This design comes from an exercise in tuning for a short achievable clock period and few clock cycles on the open sky130 flow, not from production work.
The RTL was checked by simulation tests, not by an equivalence proof against the original design.
Power figures rest on the tool's default switching activity, not on a simulated workload.

## xenon
==> flow/design.v (excerpt) <==
module cpusim_core (
    input  wire        clk,
    input  wire        rst,         
    output wire [15:0] mem_addr,
    output wire        mem_re,
    output wire        mem_we,
    output wire [15:0] mem_wdata,
    input  wire [15:0] mem_rdata
);
Settings: LEC_CHECK=0, ABC_AREA=1, CAP_MARGIN=20, CORE_MARGIN=2, CORE_UTILIZATION=20, CTS_CLUSTER_DIAMETER=100, CTS_CLUSTER_SIZE=16, SETUP_SLACK_MARGIN=5, SLEW_MARGIN=20, SYNTH_HIERARCHICAL=1; clock period 7.0 ns.
run.sh (not shown) runs the stock make flow with config.mk's settings and CLKGATE_MAP_FILE= SYNTH_SCRIPT=/design/flow/synth_recipe.tcl, a recipe that flattens the netlist after the stock synthesis.
Testbench counts of xenon, summed over its fixed seeds: cycles 38,464.
Setup changes, xenon to maple
-- flow/config.mk --
<<< xenon, line 10
export CORE_MARGIN = 2
export CORE_UTILIZATION = 20
export CTS_CLUSTER_DIAMETER = 100
>>> maple, line 10
export CORE_MARGIN = 2
export CORE_UTILIZATION = 25
export CTS_CLUSTER_DIAMETER = 100
Notes after the runs:
Looking only at design area, and setting everything else aside, the lower value of xenon and maple goes to maple.
In the reports for xenon and maple, the smaller routed length per instance belongs to xenon.
From xenon to maple the numbers moved as follows: number of placed I/O pins now sits at about the same level, final cycle utilization of the critical path now sits lower.
Input changes introduced in lagoon (baseline for comparison: maple):
-- flow/config.mk --
<<< maple, line 10
export CORE_MARGIN = 2
export CORE_UTILIZATION = 25
export CTS_CLUSTER_DIAMETER = 100
>>> lagoon, line 10
export CORE_MARGIN = 2
export CORE_UTILIZATION = 30
export CTS_CLUSTER_DIAMETER = 100
Findings:
- STATUS placeable core region: lagoon wins against maple
- u_oreg.q[13] as the launching element of the worst setup path was reported by maple, and u_oreg.q[15] by lagoon.
- Slowest cell on the critical path: sky130_fd_sc_hd__dfxtp_2 -> maple, sky130_fd_sc_hd__dfxtp_4 -> lagoon
- Per the comparison of lagoon with maple, final setup skew down 0.0077 ns; number of cell rows down 8; fraction of power spent switching nets up 0.18 points.
- The run showing the greater global-route usage is lagoon.
- maple → lagoon: final worst slack has decreased, critical path's largest stage delay closely matched the old numbers.
- mem_addr[13] as the endpoint of the worst setup timing path was reported by maple, and mem_addr[15] by lagoon.
- The worst relative slew slack reported for lagoon is smaller than that of maple by 6.0 points.
- Comparing global-route wire length before repair for maple and lagoon, the smaller number came from maple.
Input-level comparison between delta and lagoon:
-- flow/config.mk --
<<< lagoon, line 10
export CORE_MARGIN = 2
export CORE_UTILIZATION = 30
export CTS_CLUSTER_DIAMETER = 100
export CTS_CLUSTER_SIZE = 16
export SETUP_SLACK_MARGIN = 5
>>> delta, line 10
export CORE_MARGIN = 2
export CORE_UTILIZATION = 25
export SETUP_SLACK_MARGIN = 5
Results
Sort lagoon and delta by number of global-route vias before repair, ascending, and delta comes first. Commonest non-fill, non-tap cell in the layout: sky130_fd_sc_hd__nor2_1 -> lagoon, sky130_fd_sc_hd__nand2_1 -> delta. Changes observed in delta relative to lagoon: final cell count without fillers up about 5%; area share of buffers outside the clock network shrank by 1.6 points; pin count of the biggest net entering global routing grew by 2; relative area change from synthesis to final layout climbed 0.52 points. Both conditions hold for delta: the flow ran to the end and the final layout passed the timing, design-rule and antenna checks.


## wip/quartz
cpusim_core, a different RTL version from the one above (not shown whole).
Size: ~2300 cells after synthesis, ~15000 um^2 of cells after synthesis.
Settings: LEC_CHECK=0, ABC_AREA=1, CAP_MARGIN=20, CORE_MARGIN=2, CORE_UTILIZATION=60, SETUP_SLACK_MARGIN=4.5, SLEW_MARGIN=20, SYNTH_HIERARCHICAL=1; clock period 7.0 ns.
Testbench counts of wip/quartz, summed over its fixed seeds: cycles 38,464.
[inputs] wip/sierra vs wip/quartz
- CORE_UTILIZATION changed from 60 to 40
==> results.txt <==
wip/sierra | status: complete | timing, DRC, antenna: pass
Lower global-route usage goes to wip/sierra over wip/quartz.
Taking wip/quartz as the reference, in wip/sierra hold slack went up by 8.4 ps, share of the final layout cell area in multi-input gates dropped 1.2 points.
Edits applied to the flow inputs when going from wip/sierra to wip/onyx:
- swapping 4.5 for 5 in SETUP_SLACK_MARGIN
- swapping 40 for 25 in CORE_UTILIZATION
In the metrics for wip/onyx and wip/sierra, the one carrying the lower maximum vdd ir drop is wip/sierra.
Internal power component, wip/onyx and wip/sierra, higher one = wip/onyx.
The higher utilization of wip/onyx and wip/sierra is in wip/sierra.
Lower number of non-filler instances in the completed layout was reported by wip/sierra, not wip/onyx.
Compared to wip/sierra, wip/onyx has final non-filler cell area about 20% higher.
The following lists how wip/amber was set up differently from wip/onyx:
- SETUP_SLACK_MARGIN: 5 -> 4.5
## What came out
Both conditions hold for wip/amber: the flow ran to the end and the final layout passed the timing, design-rule and antenna checks.
wip/onyx was larger in final cell area than wip/amber.
Diff wip/onyx -> wip/amber: power consumption down 260 uW, clock network power share up 1.5 points.

## static timing again, ports no longer ideal
The results above use ideal ports. As a check the final layouts listed here were re-extracted and re-timed, cells and wires unchanged. Step 1 (the two cells are an assumption about what drives the block):
set clk [get_ports {clk}]
set_driving_cell -lib_cell sky130_fd_sc_hd__clkbuf_16 $clk
set_driving_cell -lib_cell sky130_fd_sc_hd__buf_2 [delete_from_list [all_inputs] $clk]
Step 2 times the ports against the registers' clock, not the clock port: input delays grow and output delays shrink by t, the midpoint of the rising clock arrivals with the driver on. Three values: ideal ports, drivers, drivers and shift; two values: the first two.
run	t, ns	setup WS [ns]	worst setup path after step 2	latest minus earliest clock arrival (ns)	slew at the worst register clock pin (ns)
xenon	0.581	4.578 / 4.524 / 3.987	input to register	0.025 / 0.025	0.09 / 0.09
maple	0.585	4.608 / 4.555 / 4.051	input to register	0.021 / 0.021	0.09 / 0.09
lagoon	0.578	4.582 / 4.529 / 4.182	input to register	0.014 / 0.014	0.08 / 0.08
delta	0.629	4.563 / 4.509 / 4.011	input to register	0.017 / 0.018	0.07 / 0.07
wip/quartz	0.619	4.517 / 4.483 / 3.930	input to register	0.032 / 0.031	0.07 / 0.07
wip/sierra	0.627	4.525 / 4.478 / 3.945	input to register	0.011 / 0.010	0.06 / 0.06
wip/onyx	0.619	4.539 / 4.482 / 4.204	input to register	0.011 / 0.011	0.06 / 0.06
wip/amber	0.631	4.512 / 4.454 / 3.967	input to register	0.031 / 0.030	0.07 / 0.07
After both steps setup and hold are still met in every run listed. The setup slack of xenon, which loses most, moves by -0.054 ns with the drivers and by -0.591 ns with both steps.
